Source: an optimization exercise on an open RTL-to-GDS flow (aim: small area, a short achievable clock period and few clock cycles per item). Production flows keep margins and buffers that such runs may drop.
RTL that was checked went through simulation tests only; none was proved equivalent to the original.
No functional check of the RTL was part of run 2.
Power is estimated from default activity; no workload was simulated.

### design/flow/flow/run.sh
#!/bin/bash
# Standard ORFS layout with fast port buffers and free cell resizing:
#  - ports are buffered with buf_2 instead of the default delay-buffer cell
#  - the resizer may swap a cell for any cell of the same function
#    (MATCH_CELL_FOOTPRINT=0), not only same-footprint ones.
set -euo pipefail
bash standard.sh MATCH_CELL_FOOTPRINT=0 \
  "BUFFER_PORTS_ARGS=-buffer_cell sky130_fd_sc_hd__buf_2" \
  finish > standard.log 2>&1
### design/flow/standard.sh
#!/bin/bash
# synth_recipe.tcl (not shown) runs the flow's synth.tcl, then flattens the netlist and writes it again
# the make line also repeats each setting of config.mk as NAME=value (left out here)
make -C /OpenROAD-flow-scripts/flow DESIGN_CONFIG=/design/flow/config.mk WORK_HOME=/design/flow/orfs CLKGATE_MAP_FILE= SYNTH_SCRIPT=/design/flow/synth_recipe.tcl "${@:-finish}"
### design/flow/config.mk
export PLATFORM = sky130hd
export DESIGN_NAME = can_frame_parser
export DESIGN_NICKNAME = can_frame_parser
export VERILOG_FILES = /design/flow/design.v
export SDC_FILE = /design/flow/constraint.sdc
export NUM_CORES = 4
export LEC_CHECK = 0
export CAP_MARGIN = 20
export CORE_MARGIN = 2
export CORE_UTILIZATION = 35
export PLACE_DENSITY = 0.6
export SETUP_SLACK_MARGIN = 2.0
export SLEW_MARGIN = 20
### design/flow/constraint.sdc
create_clock -name core_clock -period 6.0 [get_ports {clk}]
set_input_delay 1.2000 -clock core_clock [delete_from_list [all_inputs] [get_ports {clk}]]
set_output_delay 1.2000 -clock core_clock [all_outputs]
set_load 0.01 [all_outputs]
### design/flow/design.v
module can_frame_parser (
    input  wire        clk,
    input  wire        rst,
    input  wire        in_valid,
    output wire        in_ready,
    input  wire [10:0] in_id,
    input  wire [3:0]  in_dlc,
    input  wire [63:0] in_data,
    output wire        rd_valid,
    input  wire        rd_ready,
    output wire        rd_last,
    output reg  [7:0]  rd_field,
    output reg  [1:0]  rd_kind,
    output wire [16:0] rd_raw,
    output reg  [1:0]  rd_scale,
    output wire [55:0] rd_text,
    output wire [2:0]  rd_textlen,
    output wire        tx_valid,
    output wire [10:0] tx_id,
    output wire [3:0]  tx_dlc,
    output wire [63:0] tx_data,
    output wire        done,
    output reg  [5:0]  fault_bits,
    output wire [15:0] fault_count
);
    localparam [1:0] SEL_IDLE = 2'd0, SEL_A = 2'd1, SEL_B = 2'd2, SEL_C = 2'd3;
    localparam [1:0] K_NUM = 2'd0, K_ONOFF = 2'd1, K_LABEL = 2'd2, K_TEXT = 2'd3;
    localparam [4:0] P_NONE = 5'd0, P_282 = 5'd1, P_381 = 5'd2, P_382 = 5'd3,
                     P_481 = 5'd4, P_A1 = 5'd6, P_A3 = 5'd7,
                     P_B1 = 5'd8, P_C2 = 5'd9, P_C4 = 5'd10, P_C5 = 5'd11,
                     P_C6 = 5'd12, P_C8 = 5'd13, P_C9 = 5'd14, P_C14 = 5'd15,
                     P_OS0 = 5'd16;   
    reg [1:0]  sel;
    reg [3:0]  line;           
    reg        upload;
    reg        carry_valid;
    reg [7:0]  carry_byte;     
    reg [15:0] fc;
    assign fault_count = fc;
    reg        em;             
    reg        zd;             
    reg        eml;            
    reg        skip1;          
    reg        txp;            
    reg [1:0]  tx_code;
    reg        cst;            
    reg [2:0]  tlen;
    reg [55:0] dat;            
    wire [7:0] d1 = dat[7:0],   d2 = dat[15:8],  d3 = dat[23:16], d4 = dat[31:24];
    wire [7:0] d5 = dat[39:32], d6 = dat[47:40], d7 = dat[55:48];
    localparam [1:0] H_NEXT = 2'd0, H_ZERO = 2'd2, H_SEXT = 2'd3;
    function [23:0] desc(input [4:0] plan, input [2:0] idx);
        reg [2:0] k;
        reg [1:0] hm;
        reg       sgn;      
        reg       bitm;     
        reg [7:0] fbase;
        reg [1:0] kd, sc;
    begin
        k     = 3'd1;
        hm    = H_NEXT;
        sgn   = 1'b0;
        bitm  = 1'b0;
        fbase = 8'd0;
        kd  = K_NUM;
        sc = 2'd0;
        case (plan)
            P_282: begin
                fbase = 8'h01;
                if (idx[0]) begin k = 3'd1; sgn = 1'b1; sc = 2'd2; end
                else begin k = 3'd7; hm = H_ZERO; end
            end
            P_381: begin
                fbase = 8'h03; sgn = 1'b1; sc = 2'd2;
                k = (idx == 3'd0) ? 3'd7 : (idx == 3'd1) ? 3'd2 : 3'd4;
            end
            P_382: begin fbase = 8'h06; k = 3'd1; sgn = 1'b1; sc = 2'd2; end
            P_481: begin
                fbase = 8'h07; hm = H_ZERO;
                case (idx)
                    3'd0: begin k = 3'd7; kd = K_LABEL; end
                    3'd1: begin k = 3'd1; kd = K_LABEL; end
                    3'd2: begin k = 3'd5; kd = K_ONOFF; bitm = 1'b1; end
                    3'd3: begin k = 3'd2; kd = K_ONOFF; bitm = 1'b1; end
                    3'd4: begin k = 3'd3; kd = K_ONOFF; bitm = 1'b1; end
                    default: begin k = 3'd6; kd = K_ONOFF; bitm = 1'b1; end
                endcase
            end
            P_A1: begin
                fbase = 8'h10;
                if (idx[0]) begin k = 3'd6; sgn = 1'b1; sc = 2'd2; end
                else begin k = 3'd5; hm = H_ZERO; sc = 2'd1; end
            end
            P_A3: begin fbase = 8'h12; k = 3'd1; hm = H_SEXT; sgn = 1'b1; end
            P_B1: begin fbase = 8'h18; kd = K_TEXT; end
            P_C2: begin fbase = 8'h20; sgn = 1'b1; sc = 2'd2; k = idx[0] ? 3'd4 : 3'd2; end
            P_C4: begin fbase = 8'h22; sgn = 1'b1; sc = 2'd2; k = idx[0] ? 3'd4 : 3'd6; end
            P_C5: begin
                fbase = 8'h24; sgn = 1'b1; sc = 2'd2;
                k = (idx == 3'd0) ? 3'd1 : (idx == 3'd1) ? 3'd3 : 3'd5;
            end
            P_C6: begin
                fbase = 8'h27;
                case (idx)
                    3'd0: begin k = 3'd0; sgn = 1'b1; sc = 2'd2; end
                    3'd1: begin k = 3'd2; end
                    3'd2: begin k = 3'd4; sc = 2'd1; end
                    3'd3: begin k = 3'd6; hm = H_ZERO; end
                    default: begin k = 3'd7; hm = H_ZERO; end
                endcase
            end
            P_C8: begin
                fbase = 8'h2C;
                if (idx[0]) begin k = 3'd2; sc = 2'd2; end
                else begin k = 3'd0; sc = 2'd1; end
            end
            P_C9: begin
                fbase = 8'h2E; sc = 2'd3;
                if (idx[0]) k = 3'd2;
                else k = 3'd0;
            end
            P_C14: begin fbase = 8'h30; k = 3'd2; sgn = 1'b1; sc = 2'd2; end
            default: if (plan[4]) begin
                fbase = {5'b10000, plan[2:0]};
                k = 3'd4;
                case (plan[2:0])
                    3'd0, 3'd1: begin sgn = 1'b1; sc = 2'd2; end
                    3'd5:       hm = H_ZERO;
                    default:    ;
                endcase
            end
        endcase
        desc = {fbase + {5'd0, idx}, kd, sc, 8'd1 << k, hm, sgn, bitm};
    end
    endfunction
    function [15:0] descf(input [7:0] f);
        reg [2:0] k;
        reg [1:0] hm, kd, sc;
        reg       sgn, bitm;
    begin
        k    = 3'd2;
        hm   = H_NEXT;
        kd   = K_NUM;
        sc   = 2'd2;
        sgn  = 1'b1;
        bitm = 1'b0;
        case (f)
            8'h02: k = 3'd1;                                    
            8'h04: k = 3'd2;                                    
            8'h05: k = 3'd4;                                    
            8'h08: begin k = 3'd1; hm = H_ZERO; kd = K_LABEL; sc = 2'd0; sgn = 1'b0; end
            8'h09: begin k = 3'd5; hm = H_ZERO; kd = K_ONOFF; sc = 2'd0; sgn = 1'b0; bitm = 1'b1; end
            8'h0A: begin k = 3'd2; hm = H_ZERO; kd = K_ONOFF; sc = 2'd0; sgn = 1'b0; bitm = 1'b1; end
            8'h0B: begin k = 3'd3; hm = H_ZERO; kd = K_ONOFF; sc = 2'd0; sgn = 1'b0; bitm = 1'b1; end
            8'h0C: begin k = 3'd6; hm = H_ZERO; kd = K_ONOFF; sc = 2'd0; sgn = 1'b0; bitm = 1'b1; end
            8'h11: k = 3'd6;                                    
            8'h21: k = 3'd4;                                    
            8'h23: k = 3'd4;                                    
            8'h25: k = 3'd3;                                    
            8'h26: k = 3'd5;                                    
            8'h28: begin k = 3'd2; sc = 2'd0; sgn = 1'b0; end   
            8'h29: begin k = 3'd4; sc = 2'd1; sgn = 1'b0; end   
            8'h2A: begin k = 3'd6; hm = H_ZERO; sc = 2'd0; sgn = 1'b0; end
            8'h2B: begin k = 3'd7; hm = H_ZERO; sc = 2'd0; sgn = 1'b0; end
            8'h2D: begin k = 3'd2; sgn = 1'b0; end              
            8'h2F: begin k = 3'd2; sc = 2'd3; sgn = 1'b0; end   
            default: ;
        endcase
        descf = {kd, sc, 8'd1 << k, hm, sgn, bitm};
    end
    endfunction
    function flast(input [7:0] f);
        case (f)
            8'h02, 8'h05, 8'h0C, 8'h11, 8'h21, 8'h23, 8'h26, 8'h2B, 8'h2D, 8'h2F:
                flast = 1'b1;
            default: flast = 1'b0;
        endcase
    endfunction
    reg [4:0] c_plan;       
    reg [2:0] c_idx;        
    reg       c_last;       
    reg [3:0] c_min;        
    reg       c_f4, c_f5;   
    reg       c_ncv;        
    reg       c_cst;        
    always @* begin
        c_plan = P_NONE;
        c_idx  = 3'd0;
        c_last = 1'b0;
        c_min  = 4'd0;
        c_f4   = 1'b0;
        c_f5   = 1'b0;
        c_ncv  = carry_valid;
        c_cst  = 1'b0;
        case (sel)
            SEL_A: case (line)
                4'd1: begin c_plan = P_A1; c_min = 4'd8; end
                4'd3: begin c_plan = P_A3; c_min = 4'd2; c_last = 1'b1; end
                default: ;
            endcase
            SEL_B: if (line == 4'd1) begin c_plan = P_B1; c_last = 1'b1; end
            SEL_C: case (line)
                4'd2:  begin c_plan = P_C2; c_min = 4'd6; end
                4'd4:  begin c_plan = P_C4; c_min = 4'd8; end
                4'd5:  begin c_plan = P_C5; c_min = 4'd8; c_f4 = carry_valid;
                             c_ncv = 1'b1; c_cst = 1'b1; end
                4'd6:  begin c_plan = P_C6; c_min = 4'd8; c_f5 = !carry_valid;
                             c_ncv = 1'b0; c_idx = {2'd0, !carry_valid}; end
                4'd7:  begin c_min = 4'd8; c_f4 = carry_valid;
                             c_ncv = 1'b1; c_cst = 1'b1; end
                4'd8:  begin c_plan = P_C8; c_min = 4'd8; c_f5 = !carry_valid;
                             c_ncv = 1'b1; c_cst = 1'b1; c_idx = {2'd0, !carry_valid};
                             c_last = !carry_valid; end
                4'd9:  begin c_plan = P_C9; c_min = 4'd4; c_f5 = !carry_valid;
                             c_ncv = 1'b0; c_idx = {2'd0, !carry_valid};
                             c_last = !carry_valid; end
                4'd14: begin c_plan = P_C14; c_min = 4'd4; c_last = 1'b1; end
                default: ;
            endcase
            default: ;
        endcase
    end
    wire [23:0] c_desc    = desc(c_plan, c_idx);
    wire [3:0]  line_inc  = (line == 4'd15) ? line : line + 4'd1;
    wire [7:0] i0 = in_data[7:0], i1 = in_data[15:8], i2 = in_data[23:16], i3 = in_data[31:24];
    wire       dge1 = in_dlc >= 4'd1, dge3 = in_dlc >= 4'd3, dge4 = in_dlc >= 4'd4;
    wire       dge5 = in_dlc >= 4'd5, dge6 = in_dlc >= 4'd6, dge7 = in_dlc >= 4'd7;
    wire       dok  = in_dlc <= 4'd8;
    wire id282 = in_id == 11'h282, id381 = in_id == 11'h381;
    wire id382 = in_id == 11'h382, id481 = in_id == 11'h481;
    wire id_st = in_id == 11'h1c1;
    wire idfam = id_st || in_id == 11'h1c2 || in_id == 11'h1c3;
    wire c282 = dok && id282 && dge3;
    wire c381 = dok && id381 && dge6;
    wire c382 = dok && id382 && dge3;
    wire c481 = dok && id481 && dge7;
    wire s_short = dok && ((id282 && !dge3) || (id381 && !dge6) ||
                           (id382 && !dge3) || (id481 && !dge7));
    wire fam   = dok && idfam;
    wire pre_a = dge3 && i0 == 8'h41 && i1 == 8'h3f && i2 == 8'h50;
    wire pre_b = dge3 && i0 == 8'h41 && i1 == 8'h0f && i2 == 8'h34;
    wire pre_c = dge3 && i0 == 8'h41 && i1 == 8'h1d && i2 == 8'h50;
    wire pre   = fam && (pre_a || pre_b || pre_c);
    wire band  = fam && dge1 && i0[7:4] == 4'h4 && !(pre_a || pre_b || pre_c);
    wire cont  = fam && dge1 && (i0 == 8'h00 || i0 == 8'h10);
    wire t3 = dge4 && i0 == 8'h43 && i1 == 8'h30 && i2 == 8'h20 && i3 == 8'h01;
    wire t4 = dge4 && i0 == 8'h43 && i1 == 8'h30 && i2 == 8'h20 && i3 == 8'h02;
    wire t0 = dge3 && i0 == 8'h4B && i1 == 8'h10 && i2 == 8'h20;
    wire t1 = dge3 && i0 == 8'h4B && i1 == 8'h11 && i2 == 8'h20;
    wire t2 = dge3 && i0 == 8'h43 && i1 == 8'h20 && i2 == 8'h20;
    wire t5 = dge3 && i0 == 8'h4F && i1 == 8'h40 && i2 == 8'h20;
    wire t_fit   = (t0 || t1 || t2 || t3 || t4) ? dge6 : dge5;
    wire hit     = t0 || t1 || t2 || t3 || t4 || t5;
    wire os_ok   = band && hit && t_fit;
    wire os_short = band && hit && !t_fit;
    wire [2:0] t_idx = {t4 || t5, t2 || t3, t1 || t3 || t5};
    wire c_act   = cont && sel != SEL_IDLE;
    wire c_fit   = in_dlc >= c_min;
    wire c_ok    = c_act && c_fit;
    wire c_short = c_act && !c_fit;
    wire hard    = !dok || s_short || os_short || c_short;
    wire lk0 = i0 > 8'h0F, lk1 = i1 > 8'h1F;
    wire [5:0] fbits = {c_ok && c_f5, c_ok && c_f4, c481 && lk1, c481 && lk0,
                        !dok, s_short || os_short || c_short};
    wire       fault = !dok || s_short || os_short || c_short ||
                       (c481 && (lk0 || lk1)) || (c_ok && (c_f4 || c_f5));
    wire [2:0]  idx481  = lk0 ? (lk1 ? 3'd2 : 3'd1) : 3'd0;
    wire        c_rd    = c_ok && (c_plan != P_NONE);
    wire        has_rd  = c282 || c381 || c382 || c481 || os_ok || c_rd;
    wire        f_last  = c382 || os_ok || (c_rd && c_last);
    wire [4:0]  os_plan = P_OS0 + {2'd0, t_idx};
    wire        q_os    = idfam && i0[7:4] == 4'h4;
    wire        q_cont  = idfam && (i0 == 8'h00 || i0 == 8'h10);
    wire [23:0] f_desc  = ({24{id282}} & desc(P_282, 3'd0)) |
                          ({24{id381}} & desc(P_381, 3'd0)) |
                          ({24{id382}} & desc(P_382, 3'd0)) |
                          ({24{id481}} & desc(P_481, idx481)) |
                          ({24{q_os}}  & desc(os_plan, 3'd0)) |
                          ({24{q_cont}} & c_desc);
    wire       n_tx    = id_st && ((pre && pre_c) || (cont && upload && !c_short));
    wire [1:0] n_code  = pre ? 2'd0 : (i0[4] ? 2'd2 : 2'd1);
    wire       n_cst   = c_ok && c_cst;
    wire       u_band  = band && !os_short;
    wire       u_off   = id_st && dok && !cont && !os_short;
    reg [2:0] n_tlen;
    integer j;
    always @* begin
        n_tlen = 3'd0;
        for (j = 1; j < 8; j = j + 1)
            if (in_data[8*j +: 8] != 8'd0 && j < in_dlc) n_tlen = j[2:0];
    end
    assign rd_valid = em;
    assign rd_last  = eml;
    assign done     = zd || (eml && rd_ready);
    assign in_ready = !em || (eml && rd_ready);
    wire   take     = in_valid && in_ready && !rst;
    wire        skip    = rd_field == 8'h07 && skip1;
    wire [7:0]  fld_nx  = rd_field + {6'd0, skip, !skip};
    wire [23:0] desc_nx = {fld_nx, descf(fld_nx)};
    reg [7:0] r_k;        
    reg [1:0] r_hm;
    reg       r_sgn, r_bitm;
    reg [7:0] lo_b, hi_b, lo, hi;
    always @* begin
        lo_b = ({8{r_k[0] | r_k[1]}} & d1) | ({8{r_k[2]}} & d2) | ({8{r_k[3]}} & d3) |
               ({8{r_k[4]}} & d4) | ({8{r_k[5]}} & d5) | ({8{r_k[6]}} & d6) |
               ({8{r_k[7]}} & d7);
        hi_b = ({8{r_k[0]}} & carry_byte) | ({8{r_k[1]}} & d2) | ({8{r_k[2]}} & d3) |
               ({8{r_k[3]}} & d4) | ({8{r_k[4]}} & d5) | ({8{r_k[5]}} & d6) |
               ({8{r_k[6]}} & d7) | ({8{r_k[7]}} & d1);
        lo = r_bitm ? {7'd0, lo_b[0]} : lo_b;
        case (r_hm)
            H_ZERO:  hi = 8'd0;
            H_SEXT:  hi = {8{lo[7]}};
            default: hi = hi_b;
        endcase
    end
    assign rd_raw     = {r_sgn & hi[7], hi, lo};
    assign rd_text    = dat;
    assign rd_textlen = tlen;
    assign tx_valid = txp;
    assign tx_id    = 11'h241;
    assign tx_dlc   = 4'd8;
    assign tx_data  = {56'd0, 6'b101000, tx_code};
    wire single = id282 || id381 || id481;
    always @(posedge clk) begin
        if (in_ready) begin
            skip1      <= id481 && lk1;
            {rd_field, rd_kind, rd_scale, r_k, r_hm, r_sgn, r_bitm} <= f_desc;
            tx_code    <= n_code;
            cst        <= n_cst;
            tlen       <= n_tlen;
            fault_bits <= fbits;
            dat        <= {single ? i0 : in_data[63:56], in_data[55:25],
                           id481 ? in_data[52] : in_data[24], in_data[23:17],
                           id481 ? in_data[41] : in_data[16], in_data[15:8]};
        end else if (rd_ready) begin
            {rd_field, rd_kind, rd_scale, r_k, r_hm, r_sgn, r_bitm} <= desc_nx;
        end
        if (done && cst) carry_byte <= d7;
        if (rst) begin
            em          <= 1'b0;
            zd          <= 1'b0;
            eml         <= 1'b0;
            txp         <= 1'b0;
            sel         <= SEL_IDLE;
            line        <= 4'd0;
            upload      <= 1'b0;
            carry_valid <= 1'b0;
            fc          <= 16'd0;
        end else begin
            if (in_ready) begin
                em  <= in_valid && has_rd;
                zd  <= in_valid && !has_rd;
                eml <= in_valid && f_last;
            end else if (rd_ready) begin
                eml <= flast(fld_nx);
            end
            txp <= take && n_tx;
            if (take) begin
                if (fault && ~&fc) fc <= fc + 16'd1;
                if (pre) begin
                    sel         <= pre_a ? SEL_A : pre_b ? SEL_B : SEL_C;
                    line        <= 4'd1;
                    carry_valid <= 1'b0;
                end else if (u_band) begin
                    sel         <= SEL_IDLE;
                    line        <= 4'd0;
                    carry_valid <= 1'b0;
                end else if (c_ok) begin
                    line        <= line_inc;
                    carry_valid <= c_ncv;
                end
                if (pre)
                    upload <= id_st && pre_c;
                else if (u_off)
                    upload <= 1'b0;
            end
        end
    end
endmodule
==> results of run 1 <==
layout make-up:
cell class | instances | area, um^2
Clock buffer | 17 | 425
Multi-Input combinational cell | 781 | 4980
Antenna cell | 2 | 5.00
Timing Repair Buffer | 206 | 1050
Tap cell | 335 | 419
Fill cell | 2563 | 14900
Inverter | 32 | 121
Clock inverter | 14 | 228
Sequential cell | 129 | 3600
cell usage after synthesis, types with 4 or more instances:
cell	number	area [um^2]
buf_2	4	20.0
a21oi_1	49	245
a21o_1	6	45.0
clkbuf_1	46	173
nand2b_1	10	62.6
nor4_1	19	119
edfxtp_1	101	3030
nand2_1	80	300
mux2_2	10	113
o41ai_1	4	35.0
or4_1	14	105
nand4b_1	4	35.0
a32o_1	4	40.0
a22oi_1	54	405
and2_1	11	68.8
o22ai_1	12	75.1
a41o_1	9	90.1
xor2_1	5	43.8
o31ai_1	16	120
a222oi_1	9	90.1
mux2i_1	6	60.1
or2_2	6	37.5
o211ai_1	8	60.1
inv_1	32	120
nor3b_1	4	30.0
nand3_1	39	195
or3_1	10	62.6
nor3_1	25	125
nand4_1	15	93.8
ha_1	18	225
nor2b_1	15	93.8
buf_4	77	578
xnor2_1	10	87.6
a31oi_1	26	163
dfxtp_1	28	561
o21ai_0	38	190
nor2_1	68	255
o31a_1	5	43.8
and3_1	10	62.6
o32ai_1	6	52.6
o21a_1	7	52.6
per-stage QoR:
stage	util [%]	cells	setup slack, ps
2_1_floorplan	-	1071	2030
3_3_place_gp	39.0	1480	1600
3_5_place_dp	39.0	1480	1470
4_1_cts	41.6	1511	2000
5_1_grt	42.0	1516	2010
6_report	42.0	1516	2170
power by group through the flow:
| stage | Clock, mW | Sequential (mW) | Combinational [mW] |
|---|---|---|---|
| after floorplan | 0 | 1.03 | 0.114 |
| after global placement | 0 | 1.03 | 0.178 |
| after detailed placement | 0 | 1.03 | 0.178 |
| after CTS | 1.18 | 1.01 | 0.180 |
| after global routing | 1.22 | 1.01 | 0.203 |
| final | 1.16 | 1.01 | 0.184 |
final timing paths:
path	from	to	depth (start not counted)
setup / recovery	r_k[0]	rd_raw[16]	7
hold / removal	fc[9]	fc[9]	2
setup reg to reg	line[0]	fc[11]	16
hold reg to reg	fc[9]	fc[9]	2
flip-flops by register name (all words and copies together), names as in the netlist, 2 cells and up:
register / cells
dat: 56
r_k: 8
rd_scale: 2
rd_kind: 2
tx_code: 2
line: 4
rd_field: 8
carry_byte: 8
sel: 2
tlen: 3
fault_bits: 6
fc: 16
r_hm: 2
per-layer routing:
metal / part of all wire [%] / up-vias / GRT usage (%) / routed length (um)
met2: 48 / 470 / 38.3 / 15200
met5: 0.022 / - / 0 / 7
met4: 2.5 / 2 / 7.31 / 792
li1: - / 4061 / - / -
met1: 42 / 4272 / 28.9 / 13500
met3: 7.8 / 62 / 5.00 / 2520
critical path, cell delays in order (launching register included):
cell and delay [ps]:
edfxtp_1 580, or2_2 490, a222oi_1 250, a31oi_1 220, nand3_2 230, nand2_1 100, and2_1 180, buf_2 140
cell families (layout without fill, tap and decap cells):
logic type | count (synthesis) | after routing | share of synthesized area, %
buffers and inverters | 163 | 269 | 10.0
XOR/XNOR | 15 | 15 | 1.44
AND/OR/NAND/NOR | 354 | 354 | 21.0
flip-flops | 129 | 129 | 39.5
multiplexers | 17 | 17 | 2.02
AO/OA/AOI/OAI | 297 | 299 | 23.3
other | 2 | 79 | 0.0826
adder cells (fa/ha/maj) | 19 | 19 | 2.59
repair_timing:
action / CTS / global route
setup endpoints to repair: 19 / 25
cloned: 0 / 2
pin swaps: 1 / 4
gates resized for setup: 8 / 15
buffers inserted: 0 / 1
==> reports/results.ini, run 1 <==
[synth]
synth-edff-count=101
synth-seq-cells=129
avgSynthCellArea_um2=9.13
synthArstFlopShare_pct=0
postSynthCellCount=996
ys_warn_count=1
syn_area_um2=9100
synth_cell_type_count=91
yosysSeqAreaShare_pct=39.5
synth-main-ff-cell=edfxtp_1

[clocking]
clk-insertion-delay-late_ps=430
clock_path_buffers=2
cts_root_buffer=clkbuf_16
cts_tree=yes
path_clk_slew_ps=60
htreeDepth=4
postCtsHoldBufs=0
cts_inserted_buffers=17
cts.sinks=129

[sta]
finalSetupTns_ps=0
fin_crit_ps=3830
finalMaxSlewViolations=0
rsz0062_at_grt=no
whs_ps=493
setup_viol_count_final=0
finClkSkew_ps=8.62
worstMarginPinSlew_ps=1080
period_share_pct=63.8
finalHoldViolCount=0
fmax_ghz=0.261
max_slew_margin_pct=28.1

[power]
p_int_mw=1.79
p_comb_share_pct=7.8
switching_share_pct=24.0
p_sw_mw=0.565
pwr-share-clk_pct=49.2
p_leak_nw=4.20
seqPwrFrac_pct=42.9
vdd_drop_max_uv=191
power.density_nw_per_um2=217
p_total_mw=2.35

[run_status]
status=complete, no violations

[floorplanning]
die_w_um=165
io_pins=277
num_rows=59
core_area_um2=25800
initial_core_util_pct=35.3
die_area_um2=27300
chipHeight_um=165

[final_layout]
layout_commonest_cell=buf_2
layout_common_cells=buf_2, edfxtp_1, nand2_1
area_growth_pct=19.0
layout.nets=1268
layout-drive-gt1-share_pct=24.6
design_area_um2=10800

[setup_path]
worstSetupPathType=flop to output port
worstPathArrival_ps=2630
cp.required_ps=4800
crit_path_start_kind=flop
cp-end-kind=output port
r2r_slack_ps=2230
cp_max_fo=9

[routing]
drt_iter0_drc=1224
drc=0
drt_wl_total_um=32100
dr_total_vias=8867
route.antenna.remaining_nets=0
drt-wirelength-per-cell_um=21.2
first_pass_iters=8
via_per_inst=5.85

[grt]
grt_max_degree=63
grt_pass1_wl_um=47000
grt.total_usage_pct=22.7
grt_overflow=0
antenna_found_initial=3
grt_pass1_vias=8129

[placement]
place_area_um2=10000
place.gp.congestion=0.923
hpwl_um=24500
portBuffers=199

[worst_hold_path]
hp-class=flop to flop

[job]
maxCapViolCount=0

Testbench counts, summed over its fixed seeds: cycles 35,159, frames 20,000.
==> inputs of run 2 (changes only) <==
--- a/design/flow/design.v
+++ b/design/flow/design.v
@@ -9,7 +9,7 @@
     output wire        rd_valid,
     input  wire        rd_ready,
     output wire        rd_last,
-    output reg  [7:0]  rd_field,
+    output wire [7:0]  rd_field,
     output reg  [1:0]  rd_kind,
     output wire [16:0] rd_raw,
     output reg  [1:0]  rd_scale,
@@ -295,9 +295,12 @@
     assign in_ready = !em || (eml && rd_ready);
     wire   take     = in_valid && in_ready && !rst;
     wire        skip    = rd_field == 8'h07 && skip1;
-    wire [7:0]  fld_nx  = rd_field + {6'd0, skip, !skip};
+    wire [7:0]  fld_nx  = {2'b00, rd_field[5:0] + {4'd0, skip, !skip}};
     wire [23:0] desc_nx = {fld_nx, descf(fld_nx)};
     reg [7:0] r_k;        
+    reg       r_f7;       
+    reg [5:0] r_f;        
+    assign rd_field = {r_f7, 1'b0, r_f};
     reg [1:0] r_hm;
     reg       r_sgn, r_bitm;
     reg [7:0] lo_b, hi_b, lo, hi;
@@ -326,7 +329,8 @@
     always @(posedge clk) begin
         if (in_ready) begin
             skip1      <= id481 && lk1;
-            {rd_field, rd_kind, rd_scale, r_k, r_hm, r_sgn, r_bitm} <= f_desc;
+            {r_f7, r_f} <= {f_desc[23], f_desc[21:16]};
+            {rd_kind, rd_scale, r_k, r_hm, r_sgn, r_bitm} <= f_desc[15:0];
             tx_code    <= n_code;
             cst        <= n_cst;
             tlen       <= n_tlen;
@@ -335,7 +339,8 @@
                            id481 ? in_data[52] : in_data[24], in_data[23:17],
                            id481 ? in_data[41] : in_data[16], in_data[15:8]};
         end else if (rd_ready) begin
-            {rd_field, rd_kind, rd_scale, r_k, r_hm, r_sgn, r_bitm} <= desc_nx;
+            {r_f7, r_f} <= {desc_nx[23], desc_nx[21:16]};
+            {rd_kind, rd_scale, r_k, r_hm, r_sgn, r_bitm} <= desc_nx[15:0];
         end
         if (done && cst) carry_byte <= d7;
         if (rst) begin
==> run 2 against run 1 <==
  * Area after synthesis decreased by 2.9%
  * Sequential share of layout area is 0.18 points higher
  * First-iteration DRC count down 30%
  * Design area down 1.2%
  * Worst hold slack gained 12 ps
  * Combinational power decreased by 3%
  * Setup slack worse by 22 ps
  * Flip-flop and latch count shrank 1
  * Sequential power barely moved
  * Largest cell class unchanged
  * Largest power group unchanged
  * Highest routed layer unchanged
==> reports/results.ini, run 2 <==
[synth]
synthArstFlopShare_pct=0  ; unchanged
yosysSeqAreaShare_pct=40.4  ; +0.85 points
syn_area_um2=8830  ; -2.9%
ys_warn_count=1  ; unchanged
synth_top_area_share_pct=34.0  ; +0.66 points
synth-edff-count=100  ; -0.99%
postSynthCellCount=970  ; -2.6%
yosys-top-cells-area=edfxtp_1, buf_4, dfxtp_1
synth_common_cells=edfxtp_1, nand2_1, buf_4
synth_cell_type_count=83  ; -8.8%
yosysTopAreaCell=edfxtp_1
avgSynthCellArea_um2=9.10  ; -0.31%
synth-seq-cells=128  ; -0.78%
synth-main-ff-cell=edfxtp_1
synth.most_common_cell=edfxtp_1

[final_layout]
layout_commonest_cell=buf_2
stdcell_count=1505  ; -0.73%
design_area_um2=10700  ; -1.2%
largestRegisters=dat: 56 flops, fc: 16 flops
multi_input_area_um2=4830  ; -2.9%
largest_reg_flops=56  ; unchanged
area_growth_pct=21.1
layout.nets=1261  ; -0.55%
layout-drive-gt1-share_pct=26.5  ; +1.9 points
regArea_um2=3580  ; -0.63%
layout_common_cells=buf_2, edfxtp_1, nand2_1
fillers=2509  ; -2.1%
top_register=dat

[grt]
grt_pass1_vias=7828  ; -3.7%
antenna_found_initial=4  ; +1
grt_max_degree=66  ; +4.8%
grt.total_usage_pct=21.6  ; -1.1 points
grt_overflow=0  ; unchanged
grt_pass1_wl_um=44100  ; -6.3%

[clocking]
postCtsHoldBufs=0  ; unchanged
htreeDepth=4  ; unchanged
cts_inserted_buffers=17  ; unchanged
cts_root_buffer=clkbuf_16
cts_tree=yes
path_clk_slew_ps=70  ; about the same
clk-insertion-delay-late_ps=430  ; about the same
clock_path_buffers=2  ; unchanged
cts.sinks=128  ; -0.78%

[power]
p_leak_nw=4.25  ; +1.3%
p_total_mw=2.23  ; -5.2%
power.density_nw_per_um2=208  ; -4.1%
vdd_drop_max_uv=145  ; -24%

[run_status]
status=complete, no violations

[routing]
drt_wl_total_um=29900  ; -6.9%
dr_total_vias=8508  ; -4.0%
via_per_inst=5.65  ; -3.3%
route.antenna.remaining_nets=0  ; unchanged
drc=0  ; unchanged
drt-wirelength-per-cell_um=19.8  ; -6.2%
drt_iter0_drc=851  ; -30%
first_pass_iters=6  ; -2

[sta]
worstMarginPinSlew_ps=1040  ; -39.2 ps
finalWorstSetupSlack_ps=2150  ; -21.8 ps
finClkSkew_ps=14.9  ; +6.24 ps
finalMaxSlewViolations=0  ; unchanged
fmax_ghz=0.260  ; -0.57%
finalSetupTns_ps=0  ; unchanged
finalHoldViolCount=0  ; unchanged
rsz0062_at_grt=no
max_slew_margin_pct=30.7  ; +2.6 points
fin_crit_ps=3850  ; +21.8 ps
period_share_pct=64.2  ; +0.36 points
setup_viol_count_final=0  ; unchanged

[worst_hold_path]
hp-class=flop to flop

[setup_path]
cp-end-kind=flop
cp.required_ps=6370  ; +1570 ps
worstPathArrival_ps=4220  ; +1590 ps
cp_max_fo=8  ; -1
worstSetupPathType=flop to flop
crit_path_start_kind=flop

[placement]
hpwl_um=22400  ; -8.5%
portBuffers=198  ; -0.50%
pre_cts_slack_ps=1520  ; +52.9 ps
place_area_um2=9800  ; -2.4%
placed_cells=1453  ; -1.8%
place.gp.congestion=0.951  ; +3.1%

[floorplanning]
num_rows=58  ; -1.7%
core_area_um2=25000  ; -3.1%
chipHeight_um=163  ; -1.4%
die_w_um=163  ; -1.4%
die_area_um2=26500  ; -2.8%
io_pins=277  ; unchanged
initial_core_util_pct=35.4  ; +0.068 points

[job]
maxCapViolCount=0  ; unchanged

[run 2: cell count changes after synthesis, sizes merged, moves of 7 or more]
cell	delta
or3	+7
o21ai	+8
nor2b	-7
o31ai	-9
a211oi	+7
[run 2: final timing paths]
check,startpoint,cells past startpoint,end,slack [ps]
setup / recovery,line[1],16,fc[12],2150
hold / removal,zd,2,zd,500
setup reg to reg,line[1],16,fc[12],2150
hold reg to reg,zd,2,zd,500
[run 2: area by class of cell]
type                            instances  share of cell area [%]
Multi-Input combinational cell        761                    45.2
Clock buffer                           17                    3.98
Sequential cell                       128                    33.4
Tap cell                              330                    3.86
Clock inverter                         15                    1.52
Inverter                               30                    1.12
Timing Repair Buffer                  221                    10.9
Antenna cell                            3                  0.0702
[run 2: through the flow]
step           hold WS, ps  utilization, %
2_1_floorplan          458               -
3_3_place_gp           485            39.3
3_5_place_dp           491            39.3
4_1_cts                501            41.9
5_1_grt                516            42.8
6_report               505            42.8
[run 2: logic make-up after synthesis]
group	count (synthesis)	share of synthesized area (%)
AOI/OAI and AO/OA	272	21.5
xor gates and xnor gates	15	1.49
adders and majority gates	20	2.81
buffers and inverters	159	10.2
DFF	128	40.4
muxes	19	2.31
other	2	0.0850
and+or+nand+nor	355	21.3
[run 2: per-layer routing]
layer | global-route usage [%] | wire (um) | share of wire [%]
met5 | 0 | 13 | 0.044
met3 | 5.27 | 2370 | 8.0
met2 | 34.8 | 14100 | 47
met4 | 9.25 | 867 | 2.9
met1 | 27.7 | 12500 | 42
[run 2: power breakdown]
part	internal, mW	switching [mW]	leakage, nW	total [mW]
clock network	0.592	0.460	0.285	1.05
logic	0.0593	0.119	2.65	0.179
registers	0.974	0.0233	1.32	0.998
total	1.63	0.602	4.25	2.23
[run 2: timing repair]
| action | in CTS | in global routing |
|---|---|---|
| gates resized for setup | 10 | 31 |
| setup buffers | 1 | 14 |
| setup endpoints to repair | 23 | 30 |
| gates cloned | 1 | 1 |
| pin swaps | 3 | 8 |
[run 2: critical path: stages (launching register included)]
cell and delay [ps]:
dfxtp_4 370, inv_4 70, ha_4 170, nor2_2 80
or3_4 340, a31oi_4 230, nand3_4 110, or2_4 270
nand2_1 80, ha_1 220, nand2b_1 70, a21oi_1 90
a211o_1 340, o311ai_4 500, o211ai_1 260, or3_1 440
a21oi_2 120
==> inputs of run 3 (changes only) <==
--- a/design/flow/design.v
+++ b/design/flow/design.v
@@ -187,34 +187,34 @@
         c_plan = P_NONE;
         c_idx  = 3'd0;
         c_last = 1'b0;
-        c_min  = 4'd0;
+        c_min  = 4'b0000;
         c_f4   = 1'b0;
         c_f5   = 1'b0;
         c_ncv  = carry_valid;
         c_cst  = 1'b0;
         case (sel)
             SEL_A: case (line)
-                4'd1: begin c_plan = P_A1; c_min = 4'd8; end
-                4'd3: begin c_plan = P_A3; c_min = 4'd2; c_last = 1'b1; end
+                4'd1: begin c_plan = P_A1; c_min = 4'b1000; end
+                4'd3: begin c_plan = P_A3; c_min = 4'b0001; c_last = 1'b1; end
                 default: ;
             endcase
             SEL_B: if (line == 4'd1) begin c_plan = P_B1; c_last = 1'b1; end
             SEL_C: case (line)
-                4'd2:  begin c_plan = P_C2; c_min = 4'd6; end
-                4'd4:  begin c_plan = P_C4; c_min = 4'd8; end
-                4'd5:  begin c_plan = P_C5; c_min = 4'd8; c_f4 = carry_valid;
+                4'd2:  begin c_plan = P_C2; c_min = 4'b0100; end
+                4'd4:  begin c_plan = P_C4; c_min = 4'b1000; end
+                4'd5:  begin c_plan = P_C5; c_min = 4'b1000; c_f4 = carry_valid;
                              c_ncv = 1'b1; c_cst = 1'b1; end
-                4'd6:  begin c_plan = P_C6; c_min = 4'd8; c_f5 = !carry_valid;
+                4'd6:  begin c_plan = P_C6; c_min = 4'b1000; c_f5 = !carry_valid;
                              c_ncv = 1'b0; c_idx = {2'd0, !carry_valid}; end
-                4'd7:  begin c_min = 4'd8; c_f4 = carry_valid;
+                4'd7:  begin c_min = 4'b1000; c_f4 = carry_valid;
                              c_ncv = 1'b1; c_cst = 1'b1; end
-                4'd8:  begin c_plan = P_C8; c_min = 4'd8; c_f5 = !carry_valid;
+                4'd8:  begin c_plan = P_C8; c_min = 4'b1000; c_f5 = !carry_valid;
                              c_ncv = 1'b1; c_cst = 1'b1; c_idx = {2'd0, !carry_valid};
                              c_last = !carry_valid; end
-                4'd9:  begin c_plan = P_C9; c_min = 4'd4; c_f5 = !carry_valid;
+                4'd9:  begin c_plan = P_C9; c_min = 4'b0010; c_f5 = !carry_valid;
                              c_ncv = 1'b0; c_idx = {2'd0, !carry_valid};
                              c_last = !carry_valid; end
-                4'd14: begin c_plan = P_C14; c_min = 4'd4; c_last = 1'b1; end
+                4'd14: begin c_plan = P_C14; c_min = 4'b0010; c_last = 1'b1; end
                 default: ;
             endcase
             default: ;
@@ -255,7 +255,9 @@
     wire os_short = band && hit && !t_fit;
     wire [2:0] t_idx = {t4 || t5, t2 || t3, t1 || t3 || t5};
     wire c_act   = cont && sel != SEL_IDLE;
-    wire c_fit   = in_dlc >= c_min;
+    wire dge2 = in_dlc >= 4'd2, dge8 = in_dlc >= 4'd8;
+    wire c_fit   = !((c_min[3] && !dge8) || (c_min[2] && !dge6) ||
+                     (c_min[1] && !dge4) || (c_min[0] && !dge2));
     wire c_ok    = c_act && c_fit;
     wire c_short = c_act && !c_fit;
     wire hard    = !dok || s_short || os_short || c_short;
@@ -292,8 +294,9 @@
     assign rd_valid = em;
     assign rd_last  = eml;
     assign done     = zd || (eml && rd_ready);
-    assign in_ready = !em || (eml && rd_ready);
-    wire   take     = in_valid && in_ready && !rst;
+    assign in_ready = (!em && !eml) || (eml && rd_ready);
+    wire   ce       = !em || (eml && rd_ready);
+    wire   take     = in_valid && ce && !rst;
     wire        skip    = rd_field == 8'h07 && skip1;
     wire [7:0]  fld_nx  = {2'b00, rd_field[5:0] + {4'd0, skip, !skip}};
     wire [23:0] desc_nx = {fld_nx, descf(fld_nx)};
@@ -327,7 +330,7 @@
     assign tx_data  = {56'd0, 6'b101000, tx_code};
     wire single = id282 || id381 || id481;
     always @(posedge clk) begin
-        if (in_ready) begin
+        if (ce) begin
             skip1      <= id481 && lk1;
             {r_f7, r_f} <= {f_desc[23], f_desc[21:16]};
             {rd_kind, rd_scale, r_k, r_hm, r_sgn, r_bitm} <= f_desc[15:0];
@@ -354,7 +357,7 @@
             carry_valid <= 1'b0;
             fc          <= 16'd0;
         end else begin
-            if (in_ready) begin
+            if (ce) begin
                 em  <= in_valid && has_rd;
                 zd  <= in_valid && !has_rd;
                 eml <= in_valid && f_last;
--- a/design/flow/config.mk
+++ b/design/flow/config.mk
@@ -8,6 +8,9 @@
 export CAP_MARGIN = 20
 export CORE_MARGIN = 2
 export CORE_UTILIZATION = 35
+export CTS_BUF_LIST = sky130_fd_sc_hd__clkbuf_8
+export CTS_CLUSTER_DIAMETER = 150
+export CTS_CLUSTER_SIZE = 40
 export PLACE_DENSITY = 0.6
 export SETUP_SLACK_MARGIN = 2.0
 export SLEW_MARGIN = 20
==> run 3 against run 2 <==
  * Non-clock buffer count is 9 lower
  * Flip-flop and latch count stayed put
  * Area after synthesis is 1.7% lower
  * Cell count is 4.4% lower
  * Power is 12% lower
  * Die area is 1.7% lower
  * First-iteration DRC count is 28% higher
  * Sequential share of layout area is 1.7 points higher
==> reports/results.ini, run 3 <==
[synth]
synth_cell_type_count=88  ; +6.0%
synthArstFlopShare_pct=0  ; unchanged
ys_warn_count=1  ; unchanged
synth-edff-count=100  ; unchanged
synth_top_area_share_pct=34.6  ; +0.60 points
yosys-top-cells-area=edfxtp_1, buf_4, dfxtp_1
yosysTopAreaCell=edfxtp_1
syn_area_um2=8680  ; -1.7%
postSynthCellCount=917  ; -5.5%
synth-seq-cells=128  ; unchanged
yosysSeqAreaShare_pct=41.1  ; +0.72 points
synth_common_cells=edfxtp_1, buf_4, nand2_1
avgSynthCellArea_um2=9.46  ; +3.9%
synth-main-ff-cell=edfxtp_1
synth.most_common_cell=edfxtp_1

[sta]
setup_viol_count_final=0  ; unchanged
period_share_pct=64.6  ; +0.45 points
fin_crit_ps=3880  ; +26.9 ps
finalSetupTns_ps=0  ; unchanged
rsz0062_at_grt=no
whs_ps=481  ; -24.4 ps
max_slew_margin_pct=28.9  ; -1.8 points
finalMaxSlewViolations=0  ; unchanged
finalHoldViolCount=0  ; unchanged
worstMarginPinSlew_ps=1060  ; +18.7 ps
fmax_ghz=0.258  ; -0.69%
finClkSkew_ps=20.7  ; +5.86 ps

[grt]
grt_overflow=0  ; unchanged
grt_max_degree=73  ; +11%
antenna_found_initial=2  ; -2
grt.total_usage_pct=21.7  ; +0.066 points
grt_pass1_vias=7465  ; -4.6%
grt_pass1_wl_um=43400  ; -1.5%

[floorplanning]
num_rows=57  ; -1.7%
die_area_um2=26100  ; -1.7%
die_w_um=161  ; -0.85%
io_pins=277  ; unchanged
core_area_um2=24300  ; -2.6%
chipHeight_um=161  ; -0.85%
initial_core_util_pct=35.7  ; +0.30 points

[power]
power.density_nw_per_um2=193  ; -7.4%
vdd_drop_max_uv=113  ; -22%
p_leak_nw=4.09  ; -3.8%

[setup_path]
slowest_delay_ps=810  ; +310 ps
slowest_stage=edfxtp_1
cp.required_ps=4800  ; -1570 ps
crit_path_start_kind=flop
worstSetupPathType=flop to output port
cp-end-kind=output port
cp_num_buf_inv=1  ; unchanged
crit_family=flip-flops
worstPathArrival_ps=2680  ; -1540 ps
cp_max_fo=16  ; +8
worstPathCellList=a22oi_1 -> a31oi_1 -> nand3_2 -> nand2_1 -> and2_1 -> buf_2

[routing]
via_per_inst=5.67  ; +0.35%
drc=0  ; unchanged
first_pass_iters=7  ; +1
drt_iter0_drc=1086  ; +28%
drt_wl_total_um=29200  ; -2.2%
drt-wirelength-per-cell_um=20.3  ; +2.3%
route.antenna.remaining_nets=0  ; unchanged
dr_total_vias=8163  ; -4.1%

[final_layout]
fillers=2452  ; -2.3%
area_growth_pct=16.9
largestRegisters=dat: 56 flops, fc: 16 flops
layout_common_cells=buf_2, edfxtp_1, conb_1
largest_reg_flops=56  ; unchanged
layout_commonest_cell=buf_2
layout-drive-gt1-share_pct=26.8  ; +0.21 points
layout.nets=1200  ; -4.8%
top_register=dat

[clocking]
cts_tree=yes
htreeDepth=4  ; unchanged
clk-insertion-delay-late_ps=470  ; +40 ps
cts.sinks=128  ; unchanged
cts_root_buffer=clkbuf_8
path_clk_slew_ps=100  ; +30 ps
clock_path_buffers=2  ; unchanged
postCtsHoldBufs=0  ; unchanged
cts_inserted_buffers=17  ; unchanged

[placement]
portBuffers=198  ; unchanged
hpwl_um=22300  ; -0.71%
place.gp.congestion=0.932  ; -2.0%

[job]
maxCapViolCount=0  ; unchanged

[worst_hold_path]
hp-class=flop to flop

[run_status]
status=complete, no violations

-- run 3: cell types whose count changed after synthesis, moves of 6 or more --
cell	change
a21oi_1	-14
nand3_1	+8
o211ai_1	-6
nand2_1	-14
inv_1	-7
mux2_1	+7
or4_1	-8
or3_1	-11
xnor2_1	+8
clkbuf_1	-8
-- run 3: logic make-up (layout without fill, tap and decap cells) --
kind of cell / after synthesis / after routing / share of synthesized area (%)
compound gates: 246 / 246 / 20.9
xor+xnor: 23 / 23 / 2.32
fa+ha+maj: 16 / 16 / 2.31
buf+inv: 146 / 267 / 9.86
flops: 128 / 128 / 41.1
mux: 24 / 24 / 3.00
other cells: 2 / 79 / 0.0865
simple gates: 332 / 332 / 20.4
-- run 3: worst reg2reg max path, stage by stage, from the launching register on --
cell and delay (ps):
edfxtp_1 480, ha_1 440, nand4_1 210, inv_1 100
ha_1 230, a21oi_2 280, o21ai_0 220, and2_1 310
a22o_1 240, a32oi_1 290, nand2_1 120, o311ai_0 440
-- run 3: through the flow --
step,power [mW],cells,area (um^2),setup WS [ps],util [%]
2_1_floorplan,1.13,993,8960,2390,-
3_3_place_gp,1.19,1395,9610,1680,39.5
3_5_place_dp,1.19,1395,9610,1550,39.5
4_1_cts,1.97,1427,10000,2010,41.2
5_1_grt,2.02,1438,10100,2010,41.7
6_report,1.96,1439,10100,2120,41.7
-- run 3: repair_timing --
item / 4_1_cts / 5_1_grt
gates resized for setup: 2 / 4
setup endpoints to repair: 9 / 17
setup buffers: 0 / 11
cloned: 0 / 0
endpoints found under the hold margin: 0 / 0
-- run 3: power breakdown --
part | leakage, nW | switching, mW | internal, mW | total (mW)
Sequential | 1.32 | 0.0247 | 0.974 | 0.999
Clock | 0.200 | 0.434 | 0.350 | 0.785
Combinational | 2.57 | 0.116 | 0.0574 | 0.173
-- run 3: path summary, 6_finish.rpt --
kind                              from         end  slack (ps)  cells after the start
worst min register to register  upload      upload         480                      2
worst min-delay path            upload      upload         480                      2
worst max-delay path            r_k[7]  rd_raw[16]        2120                      6
worst max register to register  r_f[0]      r_k[6]        2390                     11
-- run 3: layout make-up --
class,instances,area (um^2),area share (%)
multi-input cells,719,4590,45.2
flip-flops and latches,128,3560,35.1
repair buffers,212,1100,10.8
well taps,324,405,4.00
clock buffers,17,234,2.31
clock inverters,15,168,1.65
inverters,23,86.3,0.851
diodes,1,2.50,0.0247
-- run 3: layer usage --
metal | wire length, um | global-route usage, % | vias up
met5 | 11 | 0 | -
met1 | 12000 | 27.8 | 3869
met3 | 2800 | 5.83 | 73
met4 | 918 | 8.89 | 2
met2 | 13500 | 34.7 | 487
li1 | - | - | 3732
Testbench counts of run 3, summed over its fixed seeds: cycles 35,159, frames 20,000.
==> inputs of run 4 (changes only) <==
--- a/design/flow/config.mk
+++ b/design/flow/config.mk
@@ -8,9 +8,6 @@
 export CAP_MARGIN = 20
 export CORE_MARGIN = 2
 export CORE_UTILIZATION = 35
-export CTS_BUF_LIST = sky130_fd_sc_hd__clkbuf_8
-export CTS_CLUSTER_DIAMETER = 150
-export CTS_CLUSTER_SIZE = 40
 export PLACE_DENSITY = 0.6
 export SETUP_SLACK_MARGIN = 2.0
 export SLEW_MARGIN = 20
==> run 4 against run 3 <==
  * Critical path depth stayed put
  * Die area stayed put
  * Power is 14% higher
  * Design area is 1.3% higher
  * Flip-flop and latch count stayed put
  * Worst hold slack worse by 4.5 ps
  * Critical path type unchanged
  * Highest routed layer unchanged
==> reports/results.ini, run 4 <==
[setup_path]
reg2reg_from=r_f[0]
cp_max_fo=16  ; unchanged
ff2ff_path_depth=11  ; unchanged
worstPathArrival_ps=2650  ; -30 ps
endpoint=rd_raw[16]
worstSetupPathType=flop to output port
r2r_slack_ps=2360  ; -30 ps
cp-end-kind=output port
cp.required_ps=4800  ; about the same
crit_start=r_k[7]
r2r_end=r_k[6]
crit_path_start_kind=flop

[placement]
portBuffers=198  ; unchanged
pre_cts_slack_ps=1550  ; unchanged
hpwl_um=22300  ; unchanged
place_area_um2=9610  ; unchanged
place.gp.congestion=0.932  ; unchanged

[sta]
worstMarginPinSlew_ps=1040  ; -18.2 ps
fin_crit_ps=3850  ; -27.6 ps
period_share_pct=64.1  ; -0.46 points
max_slew_margin_pct=30.1  ; +1.2 points
finalHoldViolCount=0  ; unchanged
fmax_ghz=0.260  ; +0.72%
finalSetupTns_ps=0  ; unchanged
finClkSkew_ps=12.6  ; -8.10 ps
rsz0062_at_grt=no
finalMaxSlewViolations=0  ; unchanged
setup_viol_count_final=0  ; unchanged
finalWorstSetupSlack_ps=2150  ; +27.6 ps

[synth]
synth_top_area_share_pct=34.6  ; unchanged
yosysSeqAreaShare_pct=41.1  ; unchanged
syn_area_um2=8680  ; unchanged
synth_compound_area_share_pct=20.9  ; unchanged
synthSimpleGateAreaFrac_pct=20.4  ; unchanged
yosys-top-cells-area=edfxtp_1, buf_4, dfxtp_1
synth-main-ff-cell=edfxtp_1
synth.most_common_cell=edfxtp_1
ys_warn_count=1  ; unchanged
synth_common_cells=edfxtp_1, buf_4, nand2_1
synth-seq-cells=128  ; unchanged
avgSynthCellArea_um2=9.46  ; unchanged
synthArstFlopShare_pct=0  ; unchanged
synth_cell_type_count=88  ; unchanged
synth-edff-count=100  ; unchanged
yosysTopAreaCell=edfxtp_1
synth_xor_area_share_pct=2.32  ; unchanged
synth_top_family_by_area=compound AO/OA/AOI/OAI gates
synth_mux_area_share_pct=3.00  ; unchanged
postSynthCellCount=917  ; unchanged
synth_fa_ha_area_share_pct=2.31  ; unchanged

[routing]
dr_total_vias=8057  ; -1.3%
first_pass_iters=6  ; -1
drt_wl_total_um=29200  ; about the same
route.antenna.remaining_nets=0  ; unchanged
drt-wirelength-per-cell_um=20.4  ; +0.44%
via_per_inst=5.63  ; -0.82%
drc=0  ; unchanged
drt_iter0_drc=1164  ; +7.2%

[grt]
grt_overflow=0  ; unchanged
grt_max_degree=73  ; unchanged
grt.total_usage_pct=21.8  ; +0.12 points
grt_pass1_wl_um=43600  ; +0.53%
grt_pass1_vias=7521  ; +0.75%
antenna_found_initial=2  ; unchanged

[clocking]
cts_tree=yes
cts_inserted_buffers=17  ; unchanged
path_clk_slew_ps=70  ; -30 ps
cts_root_buffer=clkbuf_16
postCtsHoldBufs=0  ; unchanged
clk-insertion-delay-late_ps=430  ; -40 ps
htreeDepth=4  ; unchanged
cts.sinks=128  ; unchanged
clock_path_buffers=2  ; unchanged

[final_layout]
layout_commonest_cell=buf_2
top_register=dat
largest_reg_flops=56  ; unchanged
layout_common_cells=buf_2, edfxtp_1, conb_1
layout.nets=1192  ; -0.67%
largestRegisters=dat: 56 flops, fc: 16 flops
design_area_um2=10300  ; +1.3%
area_growth_pct=18.4
layout-drive-gt1-share_pct=26.2  ; -0.53 points

[run_status]
status=complete, no violations

[floorplanning]
num_rows=57  ; unchanged
initial_core_util_pct=35.7  ; unchanged
die_w_um=161  ; unchanged
die_area_um2=26100  ; unchanged
chipHeight_um=161  ; unchanged
io_pins=277  ; unchanged
core_area_um2=24300  ; unchanged

[worst_hold_path]
hp-class=flop to flop

[power]
power.density_nw_per_um2=217  ; +13%
p_leak_nw=4.14  ; +1.1%
p_total_mw=2.23  ; +14%
vdd_drop_max_uv=121  ; +6.3%

[job]
maxCapViolCount=0  ; unchanged

## run 4: cell counts after synthesis
No cell type changed its count.
## run 4: power by group
group          switching (mW)  total [mW]  leakage, nW  internal, mW
clock                   0.467        1.06        0.288         0.593
combinational           0.116       0.173         2.53        0.0574
sequential             0.0247        1.00         1.32         0.975
## run 4: how the worst min path moves through the flow
stage | start | to | depth (start not counted)
2_1_floorplan | upload | upload | 2
3_3_place_gp | upload | upload | 2
3_5_place_dp | upload | upload | 2
4_1_cts | upload | upload | 2
5_1_grt | upload | upload | 2
6_report | upload | upload | 2
## run 4: critical path, cell delays in order (launching register included)
cell	delay, ps
edfxtp_1	810
a22oi_1	180
a31oi_1	380
nand3_2	290
nand2_1	240
and2_1	170
buf_2	140
## run 4: per-layer routing
metal | wire length (um) | track usage, % | up-vias
met5 | 11 | 0 | -
met4 | 983 | 8.85 | 2
met3 | 2670 | 6.09 | 68
met2 | 13400 | 34.7 | 455
met1 | 12100 | 28.0 | 3819
li1 | - | - | 3713
## run 4: cell families (layout without fill, tap and decap cells)
kind of cell | Yosys count | count (layout)
compound gates | 246 | 246
xor+xnor | 23 | 23
fa+ha+maj | 16 | 16
buf+inv | 146 | 259
flops | 128 | 128
mux | 24 | 24
other cells | 2 | 80
simple gates | 332 | 332
## run 4: area by class of cell
| type | instances | area (um^2) |
|---|---|---|
| sequential | 128 | 3560 |
| multi-input combinational | 719 | 4590 |
| clock inverter | 15 | 168 |
| clock buffer | 17 | 425 |
| antenna | 2 | 5.00 |
| tap | 324 | 405 |
| fill | 2429 | 14000 |
| timing repair buffer | 204 | 1040 |
| inverter | 23 | 86.3 |
## run 4: timing repair
| action | 4_1_cts | 5_1_grt |
|---|---|---|
| buffers inserted | 0 | 3 |
| setup endpoints to repair | 9 | 10 |
| resized for setup | 3 | 3 |
| hold endpoints to repair | 0 | 0 |
## run 4: per-stage QoR
stage / hold WS [ps] / cells / util, %
4_1_cts: 477 / 1427 / 42.0
2_1_floorplan: 450 / 993 / -
3_5_place_dp: 465 / 1395 / 39.5
5_1_grt: 509 / 1430 / 42.2
3_3_place_gp: 461 / 1395 / 39.5
6_report: 476 / 1432 / 42.3
==> inputs of run 5 (changes only) <==
--- a/design/flow/design.v
+++ b/design/flow/design.v
@@ -49,7 +49,17 @@
     wire [7:0] d1 = dat[7:0],   d2 = dat[15:8],  d3 = dat[23:16], d4 = dat[31:24];
     wire [7:0] d5 = dat[39:32], d6 = dat[47:40], d7 = dat[55:48];
     localparam [1:0] H_NEXT = 2'd0, H_ZERO = 2'd2, H_SEXT = 2'd3;
-    function [23:0] desc(input [4:0] plan, input [2:0] idx);
+    function [21:0] enc(input [1:0] kd, input [1:0] sc, input [2:0] k, input [1:0] hm,
+                        input sgn, input bitm);
+        reg [6:0] ls;
+        reg [7:0] hs;
+    begin
+        ls = (k == 3'd0) ? 7'd1 : (7'd1 << (k - 3'd1));
+        hs = (hm == H_NEXT) ? (8'd1 << k) : 8'd0;
+        enc = {kd, sc, ls, bitm, hs, hm == H_SEXT, sgn};
+    end
+    endfunction
+    function [29:0] desc(input [4:0] plan, input [2:0] idx);
         reg [2:0] k;
         reg [1:0] hm;
         reg       sgn;      
@@ -130,10 +140,10 @@
                 endcase
             end
         endcase
-        desc = {fbase + {5'd0, idx}, kd, sc, 8'd1 << k, hm, sgn, bitm};
+        desc = {fbase + {5'd0, idx}, enc(kd, sc, k, hm, sgn, bitm)};
     end
     endfunction
-    function [15:0] descf(input [7:0] f);
+    function [21:0] descf(input [7:0] f);
         reg [2:0] k;
         reg [1:0] hm, kd, sc;
         reg       sgn, bitm;
@@ -166,7 +176,7 @@
             8'h2F: begin k = 3'd2; sc = 2'd3; sgn = 1'b0; end   
             default: ;
         endcase
-        descf = {kd, sc, 8'd1 << k, hm, sgn, bitm};
+        descf = enc(kd, sc, k, hm, sgn, bitm);
     end
     endfunction
     function flast(input [7:0] f);
@@ -220,7 +230,7 @@
             default: ;
         endcase
     end
-    wire [23:0] c_desc    = desc(c_plan, c_idx);
+    wire [29:0] c_desc    = desc(c_plan, c_idx);
     wire [3:0]  line_inc  = (line == 4'd15) ? line : line + 4'd1;
     wire [7:0] i0 = in_data[7:0], i1 = in_data[15:8], i2 = in_data[23:16], i3 = in_data[31:24];
     wire       dge1 = in_dlc >= 4'd1, dge3 = in_dlc >= 4'd3, dge4 = in_dlc >= 4'd4;
@@ -273,12 +283,12 @@
     wire [4:0]  os_plan = P_OS0 + {2'd0, t_idx};
     wire        q_os    = idfam && i0[7:4] == 4'h4;
     wire        q_cont  = idfam && (i0 == 8'h00 || i0 == 8'h10);
-    wire [23:0] f_desc  = ({24{id282}} & desc(P_282, 3'd0)) |
-                          ({24{id381}} & desc(P_381, 3'd0)) |
-                          ({24{id382}} & desc(P_382, 3'd0)) |
-                          ({24{id481}} & desc(P_481, idx481)) |
-                          ({24{q_os}}  & desc(os_plan, 3'd0)) |
-                          ({24{q_cont}} & c_desc);
+    wire [29:0] f_desc  = ({30{id282}} & desc(P_282, 3'd0)) |
+                          ({30{id381}} & desc(P_381, 3'd0)) |
+                          ({30{id382}} & desc(P_382, 3'd0)) |
+                          ({30{id481}} & desc(P_481, idx481)) |
+                          ({30{q_os}}  & desc(os_plan, 3'd0)) |
+                          ({30{q_cont}} & c_desc);
     wire       n_tx    = id_st && ((pre && pre_c) || (cont && upload && !c_short));
     wire [1:0] n_code  = pre ? 2'd0 : (i0[4] ? 2'd2 : 2'd1);
     wire       n_cst   = c_ok && c_cst;
@@ -299,27 +309,24 @@
     wire   take     = in_valid && ce && !rst;
     wire        skip    = rd_field == 8'h07 && skip1;
     wire [7:0]  fld_nx  = {2'b00, rd_field[5:0] + {4'd0, skip, !skip}};
-    wire [23:0] desc_nx = {fld_nx, descf(fld_nx)};
-    reg [7:0] r_k;        
+    wire [29:0] desc_nx = {fld_nx, descf(fld_nx)};
+    reg [6:0] r_ls;       
+    reg [7:0] r_hs;       
+    reg       r_hx;       
+    reg       r_sgn, r_bitm;
     reg       r_f7;       
     reg [5:0] r_f;        
     assign rd_field = {r_f7, 1'b0, r_f};
-    reg [1:0] r_hm;
-    reg       r_sgn, r_bitm;
     reg [7:0] lo_b, hi_b, lo, hi;
     always @* begin
-        lo_b = ({8{r_k[0] | r_k[1]}} & d1) | ({8{r_k[2]}} & d2) | ({8{r_k[3]}} & d3) |
-               ({8{r_k[4]}} & d4) | ({8{r_k[5]}} & d5) | ({8{r_k[6]}} & d6) |
-               ({8{r_k[7]}} & d7);
-        hi_b = ({8{r_k[0]}} & carry_byte) | ({8{r_k[1]}} & d2) | ({8{r_k[2]}} & d3) |
-               ({8{r_k[3]}} & d4) | ({8{r_k[4]}} & d5) | ({8{r_k[5]}} & d6) |
-               ({8{r_k[6]}} & d7) | ({8{r_k[7]}} & d1);
-        lo = r_bitm ? {7'd0, lo_b[0]} : lo_b;
-        case (r_hm)
-            H_ZERO:  hi = 8'd0;
-            H_SEXT:  hi = {8{lo[7]}};
-            default: hi = hi_b;
-        endcase
+        lo_b = ({8{r_ls[0]}} & d1) | ({8{r_ls[1]}} & d2) | ({8{r_ls[2]}} & d3) |
+               ({8{r_ls[3]}} & d4) | ({8{r_ls[4]}} & d5) | ({8{r_ls[5]}} & d6) |
+               ({8{r_ls[6]}} & d7);
+        hi_b = ({8{r_hs[0]}} & carry_byte) | ({8{r_hs[1]}} & d2) | ({8{r_hs[2]}} & d3) |
+               ({8{r_hs[3]}} & d4) | ({8{r_hs[4]}} & d5) | ({8{r_hs[5]}} & d6) |
+               ({8{r_hs[6]}} & d7) | ({8{r_hs[7]}} & d1);
+        lo = {lo_b[7:1] & {7{!r_bitm}}, lo_b[0]};
+        hi = hi_b | {8{r_hx & lo[7]}};
     end
     assign rd_raw     = {r_sgn & hi[7], hi, lo};
     assign rd_text    = dat;
@@ -332,8 +339,8 @@
     always @(posedge clk) begin
         if (ce) begin
             skip1      <= id481 && lk1;
-            {r_f7, r_f} <= {f_desc[23], f_desc[21:16]};
-            {rd_kind, rd_scale, r_k, r_hm, r_sgn, r_bitm} <= f_desc[15:0];
+            {r_f7, r_f} <= {f_desc[29], f_desc[27:22]};
+            {rd_kind, rd_scale, r_ls, r_bitm, r_hs, r_hx, r_sgn} <= f_desc[21:0];
             tx_code    <= n_code;
             cst        <= n_cst;
             tlen       <= n_tlen;
@@ -342,8 +349,8 @@
                            id481 ? in_data[52] : in_data[24], in_data[23:17],
                            id481 ? in_data[41] : in_data[16], in_data[15:8]};
         end else if (rd_ready) begin
-            {r_f7, r_f} <= {desc_nx[23], desc_nx[21:16]};
-            {rd_kind, rd_scale, r_k, r_hm, r_sgn, r_bitm} <= desc_nx[15:0];
+            {r_f7, r_f} <= {desc_nx[29], desc_nx[27:22]};
+            {rd_kind, rd_scale, r_ls, r_bitm, r_hs, r_hx, r_sgn} <= desc_nx[21:0];
         end
         if (done && cst) carry_byte <= d7;
         if (rst) begin
==> run 5 against run 4 <==
  * Sequential share of layout area grew 0.77 points
  * Flip-flop and latch count grew 6
  * Die area is 4.1% higher
  * Still clean on timing, DRC and antenna
  * Setup slack gained 210 ps
  * Clock skew grew 5.3 ps
  * Area after synthesis grew 4.3%
  * Power up 3.1%
  * First-iteration DRC count down 7.0%
  * Non-clock buffer count fell by 3
  * Critical endpoint unchanged
  * Sequential power increased by 5%
  * Via count up 2.2%
==> reports/results.ini, run 5 <==
[run_status]
status=complete, no violations

[worst_hold_path]
hp-class=flop to flop
hold_depth=2  ; unchanged
hp-start=upload
min_to=upload

[setup_path]
worstSetupPathType=flop to output port
slowest_delay_ps=550  ; -260 ps
cp_num_cells=6  ; unchanged
cp_num_buf_inv=1  ; unchanged
worstPathCellList=a222oi_1 -> a31oi_1 -> nand2_1 -> nand4_1 -> and2_1 -> buf_2
crit_family=simple AND/OR/NAND/NOR gates
cp_max_fo=8  ; -8
crit_start=r_ls[0]

[synth]
yosysTopAreaCell=edfxtp_1
synth_cell_type_count=106  ; +20%
postSynthCellCount=918  ; +0.11%
synth_top_area_share_pct=35.2  ; +0.58 points
syn_area_um2=9050  ; +4.3%
synth.most_common_cell=edfxtp_1
synth-main-ff-cell=edfxtp_1
synth_fa_ha_area_share_pct=2.43  ; +0.13 points
synthArstFlopShare_pct=0  ; unchanged
yosysSeqAreaShare_pct=41.4  ; +0.32 points
synth_compound_area_share_pct=21.6  ; +0.68 points
ys_warn_count=1  ; unchanged
synth-seq-cells=134  ; +4.7%
synth_mux_area_share_pct=3.32  ; +0.32 points
avgSynthCellArea_um2=9.85  ; +4.1%
synth-edff-count=106  ; +6.0%

[sta]
finalMaxSlewViolations=0  ; unchanged
worstMarginPinSlew_ps=1070  ; +29.9 ps
finalWorstSetupSlack_ps=2370  ; +214 ps
max_slew_margin_pct=27.6  ; -2.5 points
period_share_pct=60.6  ; -3.6 points
finClkSkew_ps=17.9  ; +5.27 ps
fmax_ghz=0.275  ; +5.9%

[final_layout]
fillers=2506  ; +3.2%
area_growth_pct=16.8
layout_commonest_cell=buf_2
largest_reg_flops=56  ; unchanged
largestRegisters=dat: 56 flops, fc: 16 flops
regArea_um2=3740  ; +5.1%
layout-drive-gt1-share_pct=27.4  ; +1.1 points
top_register=dat
layout_common_cells=buf_2, edfxtp_1, conb_1
layout.nets=1186  ; -0.50%
multi_input_area_um2=4710  ; +2.6%

[grt]
antenna_found_initial=4  ; +2
grt_pass1_wl_um=45000  ; +3.1%
grt.total_usage_pct=22.0  ; +0.23 points
grt_max_degree=60  ; -18%
grt_overflow=0  ; unchanged
grt_pass1_vias=7512  ; -0.12%

[routing]
drc=0  ; unchanged
drt-wirelength-per-cell_um=21.6  ; +6.2%
drt_iter0_drc=1083  ; -7.0%
route.antenna.remaining_nets=0  ; unchanged
first_pass_iters=6  ; unchanged

[power]
power.density_nw_per_um2=218  ; +0.31%
p_leak_nw=4.20  ; +1.6%

[job]
maxCapViolCount=0  ; unchanged

[placement]
place.gp.congestion=0.905  ; -2.9%
portBuffers=198  ; unchanged
hpwl_um=24300  ; +9.1%

[clocking]
cts_inserted_buffers=17  ; unchanged
clock_path_buffers=2  ; unchanged
htreeDepth=4  ; unchanged
path_clk_slew_ps=70  ; about the same
clk-insertion-delay-late_ps=430  ; about the same

[floorplanning]
die_area_um2=27100  ; +4.1%
chipHeight_um=165  ; +2.1%

## run 5: cell families (layout without fill, tap and decap cells)
logic type,Yosys count,in the layout
AO/OA/AOI/OAI,256,256
multiplexers,24,24
adder cells (fa/ha/maj),18,18
flip-flops,134,134
XOR/XNOR,17,17
buffers and inverters,148,254
other,2,83
AND/OR/NAND/NOR,319,319
## run 5: tightest hold or removal path: stages (launching register included)
cell	delay (ps)
dfxtp_1	320
nand3_1	70
a21oi_1	50
## run 5: worst max-delay path by stage
stage / slack [ps] / to
2_1_floorplan: 2680 / r_f[2]
3_3_place_gp: 1620 / fc[5]
3_5_place_dp: 2000 / r_hs[0]
4_1_cts: 2020 / r_hs[0]
5_1_grt: 2070 / r_hs[0]
6_report: 2370 / rd_raw[16]
## run 5: layer usage
metal / GRT usage (%) / up-vias / routed length, um
li1: - / 3743 / -
met1: 28.7 / 3983 / 12800
met2: 35.7 / 447 / 14700
met3: 5.32 / 60 / 2700
met4: 7.67 / 2 / 796
met5: 0 / - / 7
## run 5: stage by stage
step	hold WS (ps)	cells	instance area [um^2]	power, mW	utilization, %
after floorplan	444	994	9330	1.18	-
after global placement	460	1398	9930	1.24	39.3
after detailed placement	471	1398	9940	1.24	39.3
after CTS	480	1430	10500	2.32	41.7
after global routing	497	1430	10600	2.37	41.8
final	485	1435	10600	2.30	41.8
## run 5: cell type report
type                       count  share of cell area [%]
multi-input combinational    712                    44.6
inverter                      21                   0.758
timing repair buffer         201                    9.59
clock inverter                14                    1.55
clock buffer                  18                    4.06
antenna                        5                   0.118
sequential                   134                    35.4
tap                          330                    3.91
## run 5: timing repair
item                                    4_1_cts  5_1_grt
endpoints found under the setup margin        0       16
setup buffers                                 0        0
hold buffers                                  0        0
gates resized for setup                       0        3
## run 5: power by group
part	switching (mW)	internal, mW	leakage, nW	total, mW
combinational	0.118	0.0553	2.53	0.174
sequential	0.0281	1.02	1.39	1.05
clock	0.455	0.624	0.282	1.08
total	0.602	1.70	4.20	2.30
Testbench counts of run 5, summed over its fixed seeds: cycles 35,159, frames 20,000.

-- static timing again, ports no longer ideal --
No port has a modelled driver above. Below, the same layouts with a new extraction and two added sets of constraints. Step 1, drivers: a clkbuf_16 drives clk and a buf_2 each remaining input, both assumed. Step 2 also shifts input and output timing later by t, the mid clock arrival at the registers, as if the neighbouring blocks saw the same clock. a / b / c = no drivers / after step 1 / after step 2; a / b = the first two.
| run | t (ns) | slack for setup (ns) |
|---|---|---|
| run 1 | 0.469 | 2.173 / 2.126 / 1.918 |
| run 2 | 0.475 | 2.151 / 2.151 / 1.722 |
| run 3 | 0.502 | 2.124 / 2.081 / 1.810 |
| run 4 | 0.472 | 2.151 / 2.108 / 1.763 |
| run 5 | 0.472 | 2.365 / 2.318 / 1.934 |
After both steps setup and hold are still met in every run listed.
